This is an optimization exercise on Yosys and OpenROAD, whose aim is small area, a short achievable clock period and few clock cycles, not a production implementation. The RTL was checked by simulation tests, not by an equivalence proof against the original design. Power is estimated from default activity; no workload was simulated.

==> flow/run.sh <==
#!/bin/bash
# synth_recipe.tcl (not shown) runs the flow's synth.tcl, then flattens the netlist and writes it again
# the make line also repeats each setting of config.mk as NAME=value (left out here)
make -C /OpenROAD-flow-scripts/flow DESIGN_CONFIG=/design/flow/config.mk WORK_HOME=/design/flow/orfs CLKGATE_MAP_FILE= SYNTH_SCRIPT=/design/flow/synth_recipe.tcl finish
==> flow/config.mk <==
export PLATFORM = sky130hd
export DESIGN_NAME = atenvc_checker
export DESIGN_NICKNAME = atenvc_checker
export VERILOG_FILES = /design/flow/design.v
export SDC_FILE = /design/flow/constraint.sdc
export NUM_CORES = 4
export LEC_CHECK = 0
export CAP_MARGIN = 20
export CORE_MARGIN = 2
export CORE_UTILIZATION = 40
export SLEW_MARGIN = 20
==> flow/constraint.sdc <==
create_clock -name core_clock -period 10.0 [get_ports {clk}]
set_input_delay 2.0000 -clock core_clock [delete_from_list [all_inputs] [get_ports {clk}]]
set_output_delay 2.0000 -clock core_clock [all_outputs]
set_load 0.01 [all_outputs]
==> flow/design.v <==
module atenvc_checker (
    input  wire       clk,
    input  wire       rst,
    input  wire       h_wr,
    input  wire       h_rd,
    input  wire [1:0] h_space,
    input  wire [7:0] h_addr,
    input  wire [7:0] h_wdata,
    output reg  [7:0] h_rdata,
    input  wire       link_attached,
    output wire       busy,
    output wire       done
);
    localparam [7:0] A_CMD      = 8'h00, A_ARG      = 8'h01, A_STATUS   = 8'h02,
                     A_RESULT   = 8'h03, A_DETAIL   = 8'h04, A_SEL      = 8'h05,
                     A_IDBYTE   = 8'h06, A_CKMASK   = 8'h07, A_FOUND0   = 8'h08,
                     A_EXP0     = 8'h09, A_FOUND1   = 8'h0A, A_EXP1     = 8'h0B,
                     A_FW_PHASE = 8'h0C, A_CHUNK_HI = 8'h0D, A_CHUNK_LO = 8'h0E,
                     A_RTS      = 8'h0F, A_BAUD3    = 8'h10, A_BAUD2    = 8'h11,
                     A_BAUD1    = 8'h12, A_BAUD0    = 8'h13, A_FU_LEN_HI = 8'h14,
                     A_FU_LEN_LO = 8'h15, A_FW_LEN_HI = 8'h16, A_FW_LEN_LO = 8'h17;
    localparam [7:0] R_OK = 8'h00, R_INVALID_DATA = 8'h10, R_READ_ERROR = 8'h30,
                     R_ILLEGAL = 8'h50, R_NONE = 8'hFF;
    localparam [7:0] D_NONE = 8'h00, D_TOO_MANY_EXT = 8'h01, D_CK_MISMATCH = 8'h02,
                     D_BAD_MAGIC = 8'h13, D_BAD_CHECKSUM = 8'h14, D_BAD_OPCODE = 8'h15,
                     D_BAD_CMD = 8'h30, D_BAD_ARG = 8'h31, D_BAD_LENGTH = 8'h32;
    localparam [2:0] S_IDLE = 3'd0, S_DISPATCH = 3'd1, S_EDID = 3'd2,
                     S_ENCODE = 3'd3, S_DECODE = 3'd4;
    reg  [7:0]  edid_buf  [0:255];
    reg  [7:0]  frame_buf [0:255];
    reg  [2:0]  state;
    reg  [7:0]  cmd_r, arg_r, oparg;
    reg         busy_r, done_r, ovr;
    reg  [7:0]  result_r, detail_r;
    reg  [1:0]  ckmask;
    reg  [7:0]  found0, exp0, found1, exp1;
    reg  [15:0] fu_len, fw_len;
    reg  [8:0]  idx;           
    reg         blk;           
    reg  [1:0]  nblk;          
    reg  [7:0]  sum;           
    reg  [1:0]  mask;          
    reg  [7:0]  b0, b1, b2;    
    reg  [8:0]  flen;          
    assign busy = busy_r;
    assign done = done_r;
    reg  [7:0] eng_addr;
    wire [7:0] edid_raddr  = busy_r ? eng_addr : h_addr;
    wire [7:0] frame_raddr = busy_r ? eng_addr : h_addr;
    wire [7:0] edid_rd     = edid_buf[edid_raddr];
    wire [7:0] frame_rd    = frame_buf[frame_raddr];
    always @(*) begin
        eng_addr = idx[7:0];
        if (state == S_EDID)
            eng_addr = {blk, idx[6:0]};
        else if (state == S_DISPATCH)
            eng_addr = 8'h7E;
    end
    wire hw_reg    = h_wr && (h_space == 2'd0);
    wire hw_status = hw_reg && (h_addr == A_STATUS);
    wire hw_ok     = h_wr && !busy_r;                     
    wire hw_refuse = h_wr && busy_r && !hw_status;        
    wire accept    = hw_ok && hw_reg && (h_addr == A_CMD);
    wire       eng_we    = (state == S_ENCODE) && (idx < 9'd3 || idx == flen);
    wire [7:0] eng_waddr = idx[7:0];
    reg  [7:0] eng_wdata;
    always @(*) begin
        case (idx)
            9'd0:    eng_wdata = 8'h46;
            9'd1:    eng_wdata = 8'h55;
            9'd2:    eng_wdata = oparg;
            default: eng_wdata = 8'h00 - sum;
        endcase
    end
    always @(posedge clk) begin
        if (hw_ok && h_space == 2'd1)
            edid_buf[h_addr] <= h_wdata;
        if (hw_ok && h_space == 2'd2)
            frame_buf[h_addr] <= h_wdata;
        else if (eng_we)
            frame_buf[eng_waddr] <= eng_wdata;
    end
    reg [7:0] reg_rd;
    always @(*) begin
        case (h_addr)
            A_CMD:       reg_rd = cmd_r;
            A_ARG:       reg_rd = arg_r;
            A_STATUS:    reg_rd = {4'b0, link_attached, ovr, done_r, busy_r};
            A_RESULT:    reg_rd = result_r;
            A_DETAIL:    reg_rd = detail_r;
            A_SEL:       reg_rd = 8'h00;
            A_IDBYTE:    reg_rd = 8'h00;
            A_CKMASK:    reg_rd = {6'b0, ckmask};
            A_FOUND0:    reg_rd = found0;
            A_EXP0:      reg_rd = exp0;
            A_FOUND1:    reg_rd = found1;
            A_EXP1:      reg_rd = exp1;
            A_FW_PHASE:  reg_rd = 8'h00;
            A_CHUNK_HI:  reg_rd = 8'h00;
            A_CHUNK_LO:  reg_rd = 8'h00;
            A_RTS:       reg_rd = 8'h01;
            A_BAUD3:     reg_rd = 8'h00;
            A_BAUD2:     reg_rd = 8'h01;
            A_BAUD1:     reg_rd = 8'hC2;
            A_BAUD0:     reg_rd = 8'h00;
            A_FU_LEN_HI: reg_rd = fu_len[15:8];
            A_FU_LEN_LO: reg_rd = fu_len[7:0];
            A_FW_LEN_HI: reg_rd = fw_len[15:8];
            A_FW_LEN_LO: reg_rd = fw_len[7:0];
            default:     reg_rd = 8'h00;
        endcase
    end
    always @(posedge clk) begin
        if (h_rd) begin
            case (h_space)
                2'd0:    h_rdata <= reg_rd;
                2'd1:    h_rdata <= edid_rd;
                2'd2:    h_rdata <= frame_rd;
                default: h_rdata <= 8'h00;
            endcase
        end
    end
    wire [7:0] sum_next   = sum + edid_rd;
    wire [7:0] fsum_next  = sum + frame_rd;
    task automatic end_op(input [7:0] res, input [7:0] det);
        begin
            result_r <= res;
            detail_r <= det;
            busy_r   <= 1'b0;
            done_r   <= 1'b1;
            state    <= S_IDLE;
        end
    endtask
    always @(posedge clk) begin
        if (rst) begin
            state    <= S_IDLE;
            cmd_r    <= 8'h00;
            arg_r    <= 8'h00;
            oparg    <= 8'h00;
            busy_r   <= 1'b0;
            done_r   <= 1'b0;
            ovr      <= 1'b0;
            result_r <= R_NONE;
            detail_r <= D_NONE;
            ckmask   <= 2'b00;
            found0   <= 8'h00;
            exp0     <= 8'h00;
            found1   <= 8'h00;
            exp1     <= 8'h00;
            fu_len   <= 16'h0000;
            fw_len   <= 16'h0000;
            idx      <= 9'd0;
            blk      <= 1'b0;
            nblk     <= 2'd0;
            sum      <= 8'h00;
            mask     <= 2'b00;
            b0       <= 8'h00;
            b1       <= 8'h00;
            b2       <= 8'h00;
            flen     <= 9'd0;
        end else begin
            if (hw_refuse)
                ovr <= 1'b1;
            if (hw_status && h_wdata[2])
                ovr <= 1'b0;
            if (hw_ok && hw_reg) begin
                case (h_addr)
                    A_ARG:       arg_r         <= h_wdata;
                    A_FU_LEN_HI: fu_len[15:8]  <= h_wdata;
                    A_FU_LEN_LO: fu_len[7:0]   <= h_wdata;
                    A_FW_LEN_HI: fw_len[15:8]  <= h_wdata;
                    A_FW_LEN_LO: fw_len[7:0]   <= h_wdata;
                    default: ;
                endcase
            end
            if (accept) begin
                cmd_r  <= h_wdata;
                oparg  <= arg_r;
                busy_r <= 1'b1;
                done_r <= 1'b0;
                state  <= S_DISPATCH;
            end
            case (state)
                S_DISPATCH: begin
                    idx  <= 9'd0;
                    blk  <= 1'b0;
                    sum  <= 8'h00;
                    mask <= 2'b00;
                    case (cmd_r)
                        8'h01: begin                           
                            if (oparg == 8'd1 || oparg == 8'd2) begin
                                nblk  <= oparg[1:0];
                                state <= S_EDID;
                            end else
                                end_op(R_ILLEGAL, D_BAD_ARG);
                        end
                        8'h02: begin                           
                            if (edid_rd > 8'd1) begin
                                ckmask <= 2'b00;
                                found0 <= 8'h00;
                                exp0   <= 8'h00;
                                found1 <= 8'h00;
                                exp1   <= 8'h00;
                                end_op(R_INVALID_DATA, D_TOO_MANY_EXT);
                            end else begin
                                nblk  <= edid_rd[0] ? 2'd2 : 2'd1;
                                state <= S_EDID;
                            end
                        end
                        8'h04: begin                           
                            if (fu_len < 16'd3 || fu_len > 16'd255)
                                end_op(R_ILLEGAL, D_BAD_LENGTH);
                            else begin
                                flen  <= fu_len[8:0];
                                state <= S_ENCODE;
                            end
                        end
                        8'h05: begin                           
                            if (fu_len < 16'd4 || fu_len > 16'd256)
                                end_op(R_ILLEGAL, D_BAD_LENGTH);
                            else begin
                                flen  <= fu_len[8:0];
                                state <= S_DECODE;
                            end
                        end
                        default: end_op(R_ILLEGAL, D_BAD_CMD);
                    endcase
                end
                S_EDID: begin
                    if (idx[6:0] != 7'd127) begin
                        sum <= sum_next;
                        idx <= idx + 9'd1;
                    end else begin
                        if (!blk) begin
                            found0 <= edid_rd;
                            exp0   <= 8'h00 - sum;
                        end else begin
                            found1 <= edid_rd;
                            exp1   <= 8'h00 - sum;
                        end
                        if (sum_next != 8'h00)
                            mask[blk] <= 1'b1;
                        sum <= 8'h00;
                        idx <= 9'd0;
                        if (!blk && nblk == 2'd2)
                            blk <= 1'b1;
                        else begin
                            if (!blk) begin
                                found1 <= 8'h00;
                                exp1   <= 8'h00;
                            end
                            ckmask <= {mask[1] | (blk & (sum_next != 8'h00)),
                                       mask[0] | (~blk & (sum_next != 8'h00))};
                            if (mask != 2'b00 || sum_next != 8'h00)
                                end_op(R_INVALID_DATA, D_CK_MISMATCH);
                            else
                                end_op(R_OK, D_NONE);
                        end
                    end
                end
                S_ENCODE: begin
                    if (idx != flen) begin
                        if (idx < 9'd3)
                            sum <= sum + eng_wdata;
                        else
                            sum <= fsum_next;
                        idx <= idx + 9'd1;
                    end else begin
                        fu_len    <= {7'b0, flen} + 16'd1;
                        end_op(R_OK, D_NONE);
                    end
                end
                S_DECODE: begin
                    if (idx != flen) begin
                        case (idx)
                            9'd0: b0 <= frame_rd;
                            9'd1: b1 <= frame_rd;
                            9'd2: b2 <= frame_rd;
                            default: ;
                        endcase
                        sum <= fsum_next;
                        idx <= idx + 9'd1;
                    end else begin
                        if (b0 != 8'h46 || b1 != 8'h55)
                            end_op(R_READ_ERROR, D_BAD_MAGIC);
                        else if (sum != 8'h00)
                            end_op(R_READ_ERROR, D_BAD_CHECKSUM);
                        else if (b2 != (oparg ^ 8'h80))
                            end_op(R_READ_ERROR, D_BAD_OPCODE);
                        else
                            end_op(R_OK, D_NONE);
                    end
                end
                default: ;
            endcase
        end
    end
endmodule
==> impl_metrics.ini <==
[worst_setup_path]
crit_path_frequent_cell = sky130_fd_sc_hd__a21oi_1
crit_path_start_kind = primary input
setup.worst_path.end_class = flip-flop
cp_num_buf_inv = 4
reg2reg_from = state[2]$_SDFF_PP0_
worst_ep_arrival_time_ns = 9.23
setup.worst_path.class = primary input to flip-flop
timing.critical_path.slowest_stage_cell = sky130_fd_sc_hd__clkdlybuf4s50_1
crit_required_ns = 10.87
critical_path.top_delay_family = compound AO/OA/AOI/OAI gates
critical-path-max-stage-delay_ns = 0.66
worst-path-max-fanout = 54
crit_start = h_addr[0]

[pwr]
vdd.ir_drop.worst_v = 0.000148
p_per_area_nw_per_um2 = 195
leakage_dissipation_nw = 60.9

[floorplanning]
dieArea_um2 = 431000
number_of_rows_created_at_floorplan = 239
floorplan.initialDensity_pct = 40.2
num_io_pins = 33
core-area_um2 = 424000
chipHeight_um = 657
die_x_um = 657

[logic_synthesis]
synth.cell_area_um2 = 170000
synth.area.top_cells = sky130_fd_sc_hd__edfxtp_1 72%, sky130_fd_sc_hd__mux4_2 11%, sky130_fd_sc_hd__nand2_1 2.6%
synth_edf_count = 4104
synth_nets = 9788
postSynthCellCount = 9734
synthesis.area_per_instance_um2 = 17.5
most_frequently_used_cell_type_in_the_post_synthesis_netlist = sky130_fd_sc_hd__edfxtp_1
synth_largest_type_area_fraction_pct = 72.3
synth_cell_type_count = 97
synth_largest_area_cell = sky130_fd_sc_hd__edfxtp_1
yosysWarningCount = 1
fraction_of_registers_with_async_set_or_reset_after_synthesis_pct = 0
synthesized_flop_and_latch_total = 4264
synth.cells.most_frequent = 4104 x sky130_fd_sc_hd__edfxtp_1, 1180 x sky130_fd_sc_hd__nand2_1, 824 x sky130_fd_sc_hd__mux4_2
ys.flop_type = sky130_fd_sc_hd__edfxtp_1
synth_seq_area_share_pct = 74.2

[routing]
detail_route.wirelength_um = 501000
via_per_inst = 6.03
avgRoutedWirePerCell_um = 31.3
drcViolationCount = 0
detailedRoute.firstIterationViolations = 14100
detailedRoute.firstPassIterationCount = 9
wl_met3_um = 52400
route.antenna.remaining_nets = 0
routed.top_layer = met5
route.met2.wl_um = 232000
num_vias = 96400
wl_met1_um = 197000

[clocking]
tritoncts = built
ctsHtreeMaxLevel = 5
cts_inserted_buffers = 413
cts_buffer_depth = 4
post_cts_sizing_count = 0
tritoncts_num_sinks = 4264
worstSkewPairLatency_ns = 1.00
worst_setup_hold_path_clk_slew_ns = 0.07
post_cts_setup_buffers = 0
ctsRootBufferMaster = sky130_fd_sc_hd__clkbuf_16
cts.hold.buffers_added = 0

[sta]
fin_setup_tns_ns = 0
finalMaxSlewViolations = 0
finalHoldViolations = 0
period_needed_ns = 8.36
tightestPinTransition_ns = 1.28
peak_freq_mhz = 120
max_slew_margin_pct = 14.2
rsz0062_at_grt = false
timing.final.crit_share_pct = 83.6
setup_viol = 0
hold_ws_ns = 0.464
skew_ns = 0.0761

[run]
timing.max_cap.violations = 0

[finish]
num-nets-final = 10000
layout-drive-gt1-share_pct = 18.8
area_delta_synth_final_pct = 12.7
finalCoreUtilization_pct = 45.3

[status]
status = complete, no violations

[grt]
groute.usage.overall_pct = 22.7
grt_first_pass_wirelength_um = 710000
via_count_of_the_first_global_routing_pass = 94000
grt_antenna_before_repair = 34
grt_start_max_net_pins = 187
global_route.overflow_total = 0

[placement]
place_hpwl_um = 306000
gp_routability_congestion = 0.923
port-buffer-count = 32

[worst_hold_path]
worst_hold_startpoint = exp1[6]$_SDFFE_PP0P_
min_path_type = flip-flop to flip-flop
-- report_power, final --
group / leakage (nW) / internal [W] / total, W / switching [W]
Combinational: 16.1 / 0.000644 / 0.00207 / 0.00143
Sequential: 38.2 / 0.0196 / 0.0196 / 0.00000286
Clock: 6.63 / 0.00911 / 0.0159 / 0.00676
-- metal layers --
| layer | up-vias | track usage [%] |
|---|---|---|
| met5 | - | 0 |
| li1 | 39200 | - |
| met2 | 5633 | 35.1 |
| met4 | 14 | 8.45 |
| met1 | 50500 | 31.7 |
| met3 | 1000 | 4.72 |
-- cells in the final DEF, fill, tap and decap left out, types with 63 or more instances in the layout --
cell type / netlist / routed
sky130_fd_sc_hd__a211oi_1: 88 / 88
sky130_fd_sc_hd__a21oi_1: 275 / 273
sky130_fd_sc_hd__a22oi_1: 119 / 119
sky130_fd_sc_hd__a31oi_1: 73 / 73
sky130_fd_sc_hd__and3_1: 113 / 113
sky130_fd_sc_hd__buf_12: 2 / 63
sky130_fd_sc_hd__buf_4: 74 / 342
sky130_fd_sc_hd__clkbuf_1: 205 / 63
sky130_fd_sc_hd__clkbuf_16: 0 / 424
sky130_fd_sc_hd__clkinv_1: 0 / 89
sky130_fd_sc_hd__clkinv_2: 0 / 74
sky130_fd_sc_hd__dfxtp_1: 160 / 159
sky130_fd_sc_hd__edfxtp_1: 4104 / 4104
sky130_fd_sc_hd__mux2i_1: 217 / 217
sky130_fd_sc_hd__mux4_2: 824 / 824
sky130_fd_sc_hd__nand2_1: 1180 / 1176
sky130_fd_sc_hd__nand3_1: 431 / 430
sky130_fd_sc_hd__nor2_1: 697 / 690
sky130_fd_sc_hd__nor3_1: 82 / 70
sky130_fd_sc_hd__o21ai_0: 79 / 74
sky130_fd_sc_hd__o22ai_1: 71 / 69
-- cell type report --
type | count | area [µm²]
flip-flops and latches | 4264 | 126000
repair buffers | 440 | 4230
fillers | 36200 | 232000
clock inverters | 256 | 2680
diodes | 17 | 42.5
multi-input cells | 4816 | 40500
inverters | 48 | 180
well taps | 5663 | 7090
clock buffers | 492 | 10900
-- tightest hold or removal path, cell delays in order (launching register included) --
cell	delay, ns
sky130_fd_sc_hd__dfxtp_1	0.32
sky130_fd_sc_hd__inv_1	0.05
sky130_fd_sc_hd__o21ai_1	0.05
-- state kept, by name, indices dropped and copies added (netlist names), 2 cells and up --
register / flops
ckmask: 2
edid_buf: 2048
cmd_r: 8
nblk: 2
b1: 8
mask: 2
arg_r: 8
exp0: 8
found1: 8
flen: 9
b2: 8
fu_len: 16
exp1: 8
detail_r: 5
oparg: 8
frame_buf: 2048
fw_len: 16
h_rdata: 8
found0: 8
idx: 9
state: 3
sum: 8
b0: 8
result_r: 4
-- per-stage QoR --
| step | total power [W] | cell area [µm²] | instances | setup WS [ns] |
|---|---|---|---|---|
| 6_report | 0.0375 | 192000 | 16000 | 1.64 |
| 5_1_grt | 0.0384 | 192000 | 16000 | 1.44 |
| 4_1_cts | 0.0376 | 192000 | 16000 | 1.81 |
| 3_5_place_dp | 0.0220 | 178000 | 15200 | 0.809 |
| 3_3_place_gp | 0.0220 | 178000 | 15200 | 0.697 |
| 2_1_floorplan | 0.0211 | 170000 | 9734 | 1.82 |
-- worst paths after layout --
check                             endpoint  slack [ns]  cells after the start
setup / recovery  detail_r[1]$_SDFFE_PP0P_        1.64                     25
hold / removal        exp1[6]$_SDFFE_PP0P_        0.46                      2
setup reg to reg  detail_r[1]$_SDFFE_PP0P_        1.67                     25
hold reg to reg       exp1[6]$_SDFFE_PP0P_        0.46                      2
-- cell families after synthesis --
| family | Yosys count | synth area share [%] |
|---|---|---|
| buffers and inverters | 654 | 2.21 |
| and+or+nand+nor | 2686 | 6.85 |
| adders and majority gates | 31 | 0.241 |
| DFF | 4264 | 74.2 |
| AOI/OAI and AO/OA | 980 | 3.89 |
| xor gates and xnor gates | 57 | 0.293 |
| muxes | 1062 | 12.3 |
Testbench counts, summed over its fixed seeds: cycles 136,620.

-- re-timing with driven ports --
How much do the figures lean on ideal ports? The routed layout below was timed once more, with nothing changed but the port constraints. Step 1 assumes that a clkbuf_16 drives the clock port and a buf_2 every other input. Step 2, shift: input delay + t, output delay - t, t = (earliest + latest rising clock arrival at the registers) / 2. This alone moves slack from input paths to output paths. Three values: ideal ports, drivers, drivers and shift; two values: the first two.
t (ns): 1.076
setup WS [ns]: 1.636 / 1.668 / 0.654
worst register clock-pin slew, ns: 0.07 / 0.07
worst data-port slew with drivers (ns): 0.24
pins driven straight from the clock port: 1
After both steps this run still meets setup and hold. For this run, drivers alone change the setup slack by +0.032 ns; drivers and shift together by -0.982 ns.
